This design comes from an exercise in tuning for small area, a short achievable clock period and few clock cycles on the open sky130 flow, not from production work.
Only simulation tests tie the RTL to the original design; equivalence was not proved.
Power is estimated from default activity; no workload was simulated.

Design etc, start of the top module:
module etc (
  input  wire       clk,
  input  wire       rst,
  input  wire       we,
  input  wire       re,
  input  wire [7:0] addr,
  input  wire [7:0] wdata,
  output reg  [7:0] rdata,
  output wire       busy
);
  localparam [7:0] OP_NOP     = 8'h00;
  localparam [7:0] OP_TOBITS  = 8'h01;
  localparam [7:0] OP_TOINDEX = 8'h02;
  localparam [7:0] OP_PACK    = 8'h10;
  localparam [7:0] OP_UNPACK  = 8'h11;
  localparam [7:0] OP_SWAPTW  = 8'h20;
  localparam [7:0] OP_SWAPWT  = 8'h21;
  localparam [7:0] OP_FMT     = 8'h30;
  localparam [7:0] OP_PARSE   = 8'h31;
  localparam [7:0] OP_ENCODE  = 8'h40;
  localparam [7:0] OP_DECODEB = 8'h41;
  localparam [7:0] OP_DECODE  = 8'h42;
  localparam [2:0] R_OK      = 3'd0;
  localparam [2:0] R_MALLEN  = 3'd1;
  localparam [2:0] R_BADHEX  = 3'd2;
  localparam [2:0] R_ILLEGAL = 3'd4;
  localparam [2:0] S_IDLE = 3'd0;
  localparam [2:0] S_SCAN = 3'd1;   
  localparam [2:0] S_WT   = 3'd2;   
  localparam [2:0] S_UNP  = 3'd3;   
  localparam [2:0] S_TW   = 3'd4;   
  localparam [2:0] S_FMT  = 3'd5;   
  reg [127:0]  grid_q;     
  reg [127:0]  tile_q;
  reg [127:0]  wire_q;
  reg [1023:0] txt_q;
  reg [7:0]    txtlen_q;
  reg [1:0]    pixidx_q;
  reg [1:0]    pixbits_q;
  reg [2:0]    result_q;
  reg [2:0]    st_q;
  reg          busy_q;
  reg          dec_q;      
  reg          txt_ok_q;   
  reg [7:0]    p_q;
  reg          pv_q;
  reg          rp_q;
  reg          sc_q;       
  reg [7:0]    pc_q;
  reg [4:0]    ntok_q;     
  reg          intok_q;
  reg [1:0]    toklen_q;   
  reg          bad_q;
  reg [127:0]  stage_q;    
  assign busy = busy_q;
  function [1:0] to_bits(input [1:0] idx);
    case (idx)
      2'd0: to_bits = 2'b11;
      2'd1: to_bits = 2'b01;
      2'd2: to_bits = 2'b00;
      default: to_bits = 2'b10;
    endcase
  endfunction
  function [1:0] to_index(input [1:0] hl);
    case (hl)
      2'b11: to_index = 2'd0;
      2'b01: to_index = 2'd1;
      2'b00: to_index = 2'd2;
      default: to_index = 2'd3;
    endcase
  ...
Size: ~6400 cells after synthesis, roughly 1600 flip-flops, ~29 I/O pins.
Settings: LEC_CHECK=0, ABC_CLOCK_PERIOD_IN_PS=4000, CAP_MARGIN=20, CORE_MARGIN=2, CORE_UTILIZATION=62, SLEW_MARGIN=20, TNS_END_PERCENT=5; clock period 10.0 ns.
standard.sh (not shown) runs the stock make flow with config.mk's settings and CLKGATE_MAP_FILE= SYNTH_SCRIPT=/design/flow/synth_recipe.tcl, a recipe that flattens the netlist after the stock synthesis.
==> flow/flow/run.sh <==
#!/bin/bash
# Standard ORFS layout, with port buffers that drive well and a timing
# repair that aims for a shorter period than the constraint asks for.
set -euo pipefail
bash standard.sh SETUP_SLACK_MARGIN=6.5 \
  "BUFFER_PORTS_ARGS=-buffer_cell sky130_fd_sc_hd__buf_4" \
  finish > make_finish.log 2>&1
Testbench counts at the start, summed over its fixed seeds: cycles 32,080.
Rerun with:
Settings changed: CORE_UTILIZATION 62 to 55.
What happened:
- final area barely changes
- total power rose by 1.2%
- setup slack gets worse by 120 ps
Rerun with:
Settings changed: CTS_CLUSTER_DIAMETER set to 60, CTS_CLUSTER_SIZE set to 20.
Result: Final cell count is about the same. Maximum frequency went down by 0.71%. Setup slack is worse by 28 ps.

========
== main ==
Another version of the RTL of etc (not shown whole).
For scale: about 5800 cells after synthesis, ~29 I/O pins.
==> flow/config.mk <==
export PLATFORM = sky130hd
export DESIGN_NAME = etc
export DESIGN_NICKNAME = etc
export VERILOG_FILES = /design/flow/design.v
export SDC_FILE = /design/flow/constraint.sdc
export NUM_CORES = 4
export LEC_CHECK = 0
export ABC_CLOCK_PERIOD_IN_PS = 4000
export CAP_MARGIN = 20
export CORE_MARGIN = 2
export CORE_UTILIZATION = 55
export SLEW_MARGIN = 20
==> flow/constraint.sdc <==
create_clock -name core_clock -period 10.0 [get_ports {clk}]
set_input_delay 2.0000 -clock core_clock [delete_from_list [all_inputs] [get_ports {clk}]]
set_output_delay 2.0000 -clock core_clock [all_outputs]
set_load 0.01 [all_outputs]
Scripts as last shown in full above: flow/flow/run.sh
Testbench counts of main, summed over its fixed seeds: cycles 32,080.
Here is what was changed in the inputs of the feature branch compared with main.
Settings: SETUP_SLACK_MARGIN: unset -> 5; CORE_UTILIZATION: 55 -> 50.
==> flow/run.sh (new file) <==
#!/bin/bash
# synth_recipe.tcl (not shown) runs the flow's synth.tcl, then flattens the netlist and writes it again
# the make line also repeats each setting of config.mk as NAME=value (left out here)
make -C /OpenROAD-flow-scripts/flow DESIGN_CONFIG=/design/flow/config.mk WORK_HOME=/design/flow/orfs CLKGATE_MAP_FILE= SYNTH_SCRIPT=/design/flow/synth_recipe.tcl finish
removed: flow/flow/run.sh
removed: flow/standard.sh
Findings:
- Setup slack of the worst register-to-register path in the feature branch is 0.90 ns lower than in main
- Per the comparison of the feature branch with main, net load switching power now sits at about the same level, worst slack after detailed placement went down, worst relative slew slack moved down.

[port drivers added, routing unchanged]
The flow's constraints put no driver on any port. The routed layouts listed below were extracted and timed again, unchanged, in two steps. Step 1 assumes that a clkbuf_16 drives the clock port and a buf_2 every other input. Step 2 times the ports against the registers' clock, not the clock port: input delays grow and output delays shrink by t, the midpoint of the rising clock arrivals with the driver on. a / b / c = no drivers / after step 1 / after step 2; a / b = the first two.
run	t (ns)	setup WS [ns]	hold slack, ns	slew at the worst register clock pin (ns)
the first run of note 1	0.886	6.231 / 6.064 / 5.178	0.444 / 0.444 / 0.444	0.07 / 0.07
the second run of note 1	0.897	6.114 / 5.936 / 5.039	0.453 / 0.453 / 0.453	0.07 / 0.07
the third run of note 1	0.874	6.086 / 5.845 / 4.971	0.442 / 0.442 / 0.442	0.09 / 0.09
main	0.891	5.861 / 5.683 / 4.792	0.448 / 0.448 / 0.448	0.07 / 0.07
the feature branch	0.909	4.762 / 4.827 / 3.918	0.439 / 0.439 / 0.439	0.07 / 0.07
After both steps every run listed still meets setup and hold. The setup slack of the third run of note 1, which loses most, moves by -0.241 ns with the drivers and by -1.115 ns with both steps.
